What follows belongs to an exercise in optimizing a design on an open flow for small area, a short achievable clock period and few clock cycles; a production flow would make more cautious choices.

==> exp/harbor <==
// vs_layout
module vs_layout (
    input  wire        clk,
    input  wire        rst,
    input  wire        start,
    input  wire [4:0]  fmt,
    input  wire [14:0] w,
    input  wire [14:0] h,
    output reg         done,
    output wire [3:0]  errcode,    
    output wire [1:0]  nplanes,
    output wire [31:0] total,
    output wire [14:0] p0_w, p1_w, p2_w,
    output wire [14:0] p0_h, p1_h, p2_h,
    output wire [16:0] p0_stride, p1_stride, p2_stride,
    output wire [31:0] p0_offset, p1_offset, p2_offset,
    output wire [31:0] p0_size, p1_size, p2_size,
    output wire [1:0]  p0_role, p1_role, p2_role
);
Settings: LEC_CHECK=0, CAP_MARGIN=20, CORE_MARGIN=2, CORE_UTILIZATION=60, SETUP_SLACK_MARGIN=5, SLEW_MARGIN=20; clock period 14.0 ns.
standard.sh (not shown) runs the stock make flow with config.mk's settings and CLKGATE_MAP_FILE= SYNTH_SCRIPT=/design/flow/synth_recipe.tcl, a recipe that flattens the netlist after the stock synthesis.
==> flow/flow/run.sh <==
#!/bin/bash
# The standard layout, with the port buffers made of the plain buffer
# sky130_fd_sc_hd__buf_1 instead of ORFS's default choice (a delay cell).
set -euo pipefail
cd "$(dirname "$0")/.."
export BUFFER_PORTS_ARGS="-buffer_cell sky130_fd_sc_hd__buf_1"
bash standard.sh > standard_flow.log 2>&1
==> exp/lagoon: changes against exp/harbor <==
==> flow/flow/run.sh (replaced) <==
#!/bin/bash
# The standard layout, with the port buffers made of the plain buffer
# sky130_fd_sc_hd__buf_1 instead of ORFS's default choice (a delay cell),
# and timing repair aiming at a larger setup margin.
set -euo pipefail
cd "$(dirname "$0")/.."
export BUFFER_PORTS_ARGS="-buffer_cell sky130_fd_sc_hd__buf_1"
bash standard.sh SETUP_SLACK_MARGIN=8 finish > standard_flow.log 2>&1
==> exp/yarrow: changes against exp/harbor <==
--- a/flow/flow/run.sh
+++ b/flow/flow/run.sh
@@ -5,3 +5,3 @@
 cd "$(dirname "$0")/.."
 export BUFFER_PORTS_ARGS="-buffer_cell sky130_fd_sc_hd__buf_1"
-bash standard.sh > standard_flow.log 2>&1
+bash standard.sh SETUP_SLACK_MARGIN=6 finish > standard_flow.log 2>&1
Settings changed: ABC_AREA from default to 1.
==> run_results.csv <==
group,metric,value,unit
hold_path,min_from,"rst",
place,gp_congestion,0.947,
outcome,status,"finished clean",
clocking,clk_pin_slew,0.05,ns
drt,vias_per_cell,5.65,
cells_and_area,multi_input_area_share,70.0,%
critical_path,crit_end,"total[29]",
sta,fin_crit,9.23,ns
global_route,antenna_found_initial,1,
hold_path,holdPathStages,2,
place,postPlaceCellArea,19500,sq um
[end of results for exp/harbor]
==> run_results.csv <==
group,metric,value,unit
global_route,antenna_found_initial,0,
place,postPlaceCellArea,20800,sq um
critical_path,crit_end,"p2_offset[20]",
cells_and_area,multi_input_area_share,66.9,%
place,gp_congestion,0.971,
outcome,status,"finished clean",
hold_path,holdPathStages,2,
[end of results for exp/yarrow]
==> run_results.csv <==
group,metric,value,unit
hold_path,min_from,"w[8]",
clocking,clk_pin_slew,0.06,ns
outcome,status,"finished clean",
place,postPlaceCellArea,20500,sq um
cells_and_area,multi_input_area_share,67.1,%
place,gp_congestion,0.959,
critical_path,crit_end,"p2_offset[29]",
drt,vias_per_cell,5.68,
sta,fin_crit,9.15,ns
[end of results for exp/lagoon]
No run of this note included a check of the RTL's function; only the layout flow was run.


==> sierra <==
==> flow/design.v <==
module vs_layout (
    input  wire        clk,
    input  wire        rst,
    input  wire        start,
    input  wire [4:0]  fmt,
    input  wire [14:0] w,
    input  wire [14:0] h,
    output reg         done,
    output wire [3:0]  errcode,    
    output wire [1:0]  nplanes,
    output wire [31:0] total,
    output wire [14:0] p0_w, p1_w, p2_w,
    output wire [14:0] p0_h, p1_h, p2_h,
    output wire [16:0] p0_stride, p1_stride, p2_stride,
    output wire [31:0] p0_offset, p1_offset, p2_offset,
    output wire [31:0] p0_size, p1_size, p2_size,
    output wire [1:0]  p0_role, p1_role, p2_role
);
  reg [4:0]  f;
  reg [14:0] wr, hr;
  always @(posedge clk) begin
    done <= start & ~rst;
    f    <= fmt;
    wr   <= w;
    hr   <= h;
  end
  wire c4     = (f <= 5'd8);                                    
  wire c3     = (f >= 5'd10) && (f <= 5'd12);                   
  wire c2     = ((f >= 5'd14) && (f <= 5'd16)) || ((f >= 5'd20) && (f <= 5'd22));
  wire y444   = (f == 5'd9);
  wire y42b   = (f == 5'd13);
  wire y41b   = (f == 5'd19);
  wire i420   = (f == 5'd17) || (f == 5'd18);
  wire planar = y444 | y42b | y41b | i420;
  wire [16:0] w3    = {2'b00, wr} + {1'b0, wr, 1'b0};
  wire [14:0] cd4_3w = (w3 + 17'd3) >> 2;                      
  wire [14:0] cd2_w  = (wr >> 1) + {14'd0, wr[0]};              
  wire [14:0] cd4_w  = (wr >> 2) + {14'd0, |wr[1:0]};           
  wire [14:0] cd8_w  = (wr >> 3) + {14'd0, |wr[2:0]};           
  wire [14:0] cd16_w = (wr >> 4) + {14'd0, |wr[3:0]};           
  wire [14:0] a0 = c4 ? wr : c3 ? cd4_3w : c2 ? cd2_w : cd4_w;
  wire [13:0] a1 = y444 ? cd4_w[13:0] : (y42b | i420) ? cd8_w[13:0] : y41b ? cd16_w[13:0] : 14'd0;
  wire        odd = i420 & hr[0];
  wire [14:0] hb1 = i420 ? {1'b0, hr[14:1]} : hr;
  wire [29:0] q0 = a0 * hr + (odd ? {15'd0, a0} : 30'd0);
  wire [27:0] q1 = a1 * hb1 + (odd ? {14'd0, a1} : 28'd0);
  wire [29:0] q01 = q0 + {2'b00, q1};
  wire [29:0] qt  = q0 + {1'b0, q1, 1'b0};
  assign errcode = (f > 5'd23) ? 4'd1 : (wr == 15'd0 || hr == 15'd0) ? 4'd6 : 4'd0;
  assign nplanes = planar ? 2'd3 : 2'd1;
  assign total   = {qt, 2'b00};
  assign p0_w      = wr;
  assign p0_h      = hr;
  assign p0_stride = {a0, 2'b00};
  assign p0_offset = 32'd0;
  assign p0_size   = {q0, 2'b00};
  assign p0_role   = 2'd0;
  wire [14:0] pw = y444 ? wr : y41b ? cd4_w : cd2_w;
  wire [14:0] ph = i420 ? hb1 + {14'd0, hr[0]} : hr;
  assign p1_w      = planar ? pw : 15'd0;
  assign p1_h      = planar ? ph : 15'd0;
  assign p1_stride = {1'b0, a1, 2'b00};
  assign p1_offset = planar ? {q0, 2'b00} : 32'd0;
  assign p1_size   = {2'b00, q1, 2'b00};
  assign p1_role   = planar ? ((f == 5'd18) ? 2'd2 : 2'd1) : 2'd0;
  assign p2_w      = p1_w;
  assign p2_h      = p1_h;
  assign p2_stride = p1_stride;
  assign p2_offset = planar ? {q01, 2'b00} : 32'd0;
  assign p2_size   = p1_size;
  assign p2_role   = planar ? ((f == 5'd18) ? 2'd1 : 2'd2) : 2'd0;
endmodule
==> flow/run.sh <==
#!/bin/bash
# synth_recipe.tcl (not shown) runs the flow's synth.tcl, then flattens the netlist and writes it again
# the make line also repeats each setting of config.mk as NAME=value (left out here)
make -C /OpenROAD-flow-scripts/flow DESIGN_CONFIG=/design/flow/config.mk WORK_HOME=/design/flow/orfs CLKGATE_MAP_FILE= SYNTH_SCRIPT=/design/flow/synth_recipe.tcl finish
==> flow/config.mk <==
export PLATFORM = sky130hd
export DESIGN_NAME = vs_layout
export DESIGN_NICKNAME = vs_layout
export VERILOG_FILES = /design/flow/design.v
export SDC_FILE = /design/flow/constraint.sdc
export NUM_CORES = 4
export LEC_CHECK = 0
export CAP_MARGIN = 20
export CORE_MARGIN = 2
export CORE_UTILIZATION = 40
export SLEW_MARGIN = 20
==> flow/constraint.sdc <==
create_clock -name core_clock -period 14.0 [get_ports {clk}]
set_input_delay 2.8000 -clock core_clock [delete_from_list [all_inputs] [get_ports {clk}]]
set_output_delay 2.8000 -clock core_clock [all_outputs]
set_load 0.01 [all_outputs]
==> inputs of zinc, as changes to sierra <==
--- a/flow/design.v
+++ b/flow/design.v
@@ -17,6 +17,18 @@
     output wire [1:0]  p0_role, p1_role, p2_role
 );
+  wire i4     = (fmt <= 5'd8);
+  wire i3     = (fmt >= 5'd10) && (fmt <= 5'd12);
+  wire i2     = ((fmt >= 5'd14) && (fmt <= 5'd16)) || ((fmt >= 5'd20) && (fmt <= 5'd22));
+  wire ii420  = (fmt == 5'd17) || (fmt == 5'd18);
+  wire [16:0] in_w3   = {2'b00, w} + {1'b0, w, 1'b0} + 17'd3;
+  wire [14:0] in_a0   = i4 ? w :
+                        i3 ? in_w3[16:2] :
+                        i2 ? ((w >> 1) + {14'd0, w[0]}) :
+                             ((w >> 2) + {14'd0, |w[1:0]});
+  wire        in_odd  = ii420 & h[0];
+  wire [29:0] in_q0   = in_a0 * h + (in_odd ? {15'd0, in_a0} : 30'd0);
   reg [4:0]  f;
   reg [14:0] wr, hr;
+  reg [29:0] q0;
   always @(posedge clk) begin
     done <= start & ~rst;
@@ -24,7 +36,8 @@
     wr   <= w;
     hr   <= h;
+    q0   <= in_q0;
   end
-  wire c4     = (f <= 5'd8);                                    
-  wire c3     = (f >= 5'd10) && (f <= 5'd12);                   
+  wire c4     = (f <= 5'd8);
+  wire c3     = (f >= 5'd10) && (f <= 5'd12);
   wire c2     = ((f >= 5'd14) && (f <= 5'd16)) || ((f >= 5'd20) && (f <= 5'd22));
   wire y444   = (f == 5'd9);
@@ -33,6 +46,5 @@
   wire i420   = (f == 5'd17) || (f == 5'd18);
   wire planar = y444 | y42b | y41b | i420;
-  wire [16:0] w3    = {2'b00, wr} + {1'b0, wr, 1'b0};
-  wire [14:0] cd4_3w = (w3 + 17'd3) >> 2;                      
+  wire [14:0] cd4_3w = ({2'b00, wr} + {1'b0, wr, 1'b0} + 17'd3) >> 2;    
   wire [14:0] cd2_w  = (wr >> 1) + {14'd0, wr[0]};              
   wire [14:0] cd4_w  = (wr >> 2) + {14'd0, |wr[1:0]};           
@@ -41,8 +53,10 @@
   wire [14:0] a0 = c4 ? wr : c3 ? cd4_3w : c2 ? cd2_w : cd4_w;
   wire [13:0] a1 = y444 ? cd4_w[13:0] : (y42b | i420) ? cd8_w[13:0] : y41b ? cd16_w[13:0] : 14'd0;
-  wire        odd = i420 & hr[0];
-  wire [14:0] hb1 = i420 ? {1'b0, hr[14:1]} : hr;
-  wire [29:0] q0 = a0 * hr + (odd ? {15'd0, a0} : 30'd0);
-  wire [27:0] q1 = a1 * hb1 + (odd ? {14'd0, a1} : 28'd0);
+  wire [1:0]  t   = y42b ? {1'b0, cd4_w[0]} :
+                    i420 ? {1'b0, cd4_w[0]} :
+                    y41b ? (2'd0 - cd4_w[1:0]) : 2'd0;
+  wire        ec0 = i420 & t[0] & hr[0];
+  wire [29:0] u   = q0 + (t[0] ? {15'd0, hr} : 30'd0) + (t[1] ? {14'd0, hr, 1'b0} : 30'd0) + {29'd0, ec0};
+  wire [27:0] q1  = y444 ? q0[27:0] : y42b ? u[28:1] : (y41b | i420) ? u[29:2] : 28'd0;
   wire [29:0] q01 = q0 + {2'b00, q1};
   wire [29:0] qt  = q0 + {1'b0, q1, 1'b0};
@@ -57,5 +71,5 @@
   assign p0_role   = 2'd0;
   wire [14:0] pw = y444 ? wr : y41b ? cd4_w : cd2_w;
-  wire [14:0] ph = i420 ? hb1 + {14'd0, hr[0]} : hr;
+  wire [14:0] ph = i420 ? (hr >> 1) + {14'd0, hr[0]} : hr;
   assign p1_w      = planar ? pw : 15'd0;
   assign p1_h      = planar ? ph : 15'd0;
==> results.tsv <==
metric	value	unit
outcome	complete, no violations	
CP peak stage delay	0.75	ns
min-delay src	rst	
post-synthesis mux area share	0.0199	
number of buffers and inverters on the critical path	5	
Tap Cells	672	
Reg area	1320	um^2
CTS HTree Levels	3	
the above is filed under zinc

==> results.tsv <==
metric	value	unit
Tap Cells	765	
CTS HTree Levels	2	
post-synthesis mux area share	0.0120	
Reg area	722	um^2
CP peak stage delay	0.57	ns
outcome	complete, no violations	
min-delay src	h[13]	
the above is filed under sierra

Function was not checked in any run of this note: the RTL went through the layout flow alone.

[re-timing with driven ports]
In the flow no input, the clock included, has a driving cell. The finished layouts below were timed again as built, in two steps. Step 1 sets driving cells, clkbuf_16 on the clock port and buf_2 on the other inputs (assumed; they add their load-dependent delay and slew). Step 2 adds t to the input delays and takes it off the output delays; t is the mean of the earliest and latest rising clock arrival at the registers after step 1. Input paths then give back, and output paths get back, about the clock's delay inside the block. Slacks: no drivers / after step 1 / after step 2; pairs: no drivers / after step 1.
run | shift t [ns] | setup slack, ns | hold slack, ns | worst data-port slew with drivers (ns)
exp/harbor | 0.459 | 4.768 / 4.719 / 4.984 | 2.541 / 2.515 / 2.974 | 0.05
exp/lagoon | 0.472 | 4.851 / 4.806 / 5.278 | 2.494 / 2.498 / 2.970 | 0.06
exp/yarrow | 0.471 | 5.707 / 5.658 / 5.847 | 2.529 / 2.503 / 2.974 | 0.06
sierra | 0.362 | 0.438 / 0.390 / 0.752 | 2.918 / 2.898 / 3.260 | 0.05
zinc | 0.405 | 1.475 / 1.431 / 1.836 | 2.986 / 2.973 / 3.378 | 0.05
After both steps every run listed still meets setup and hold.
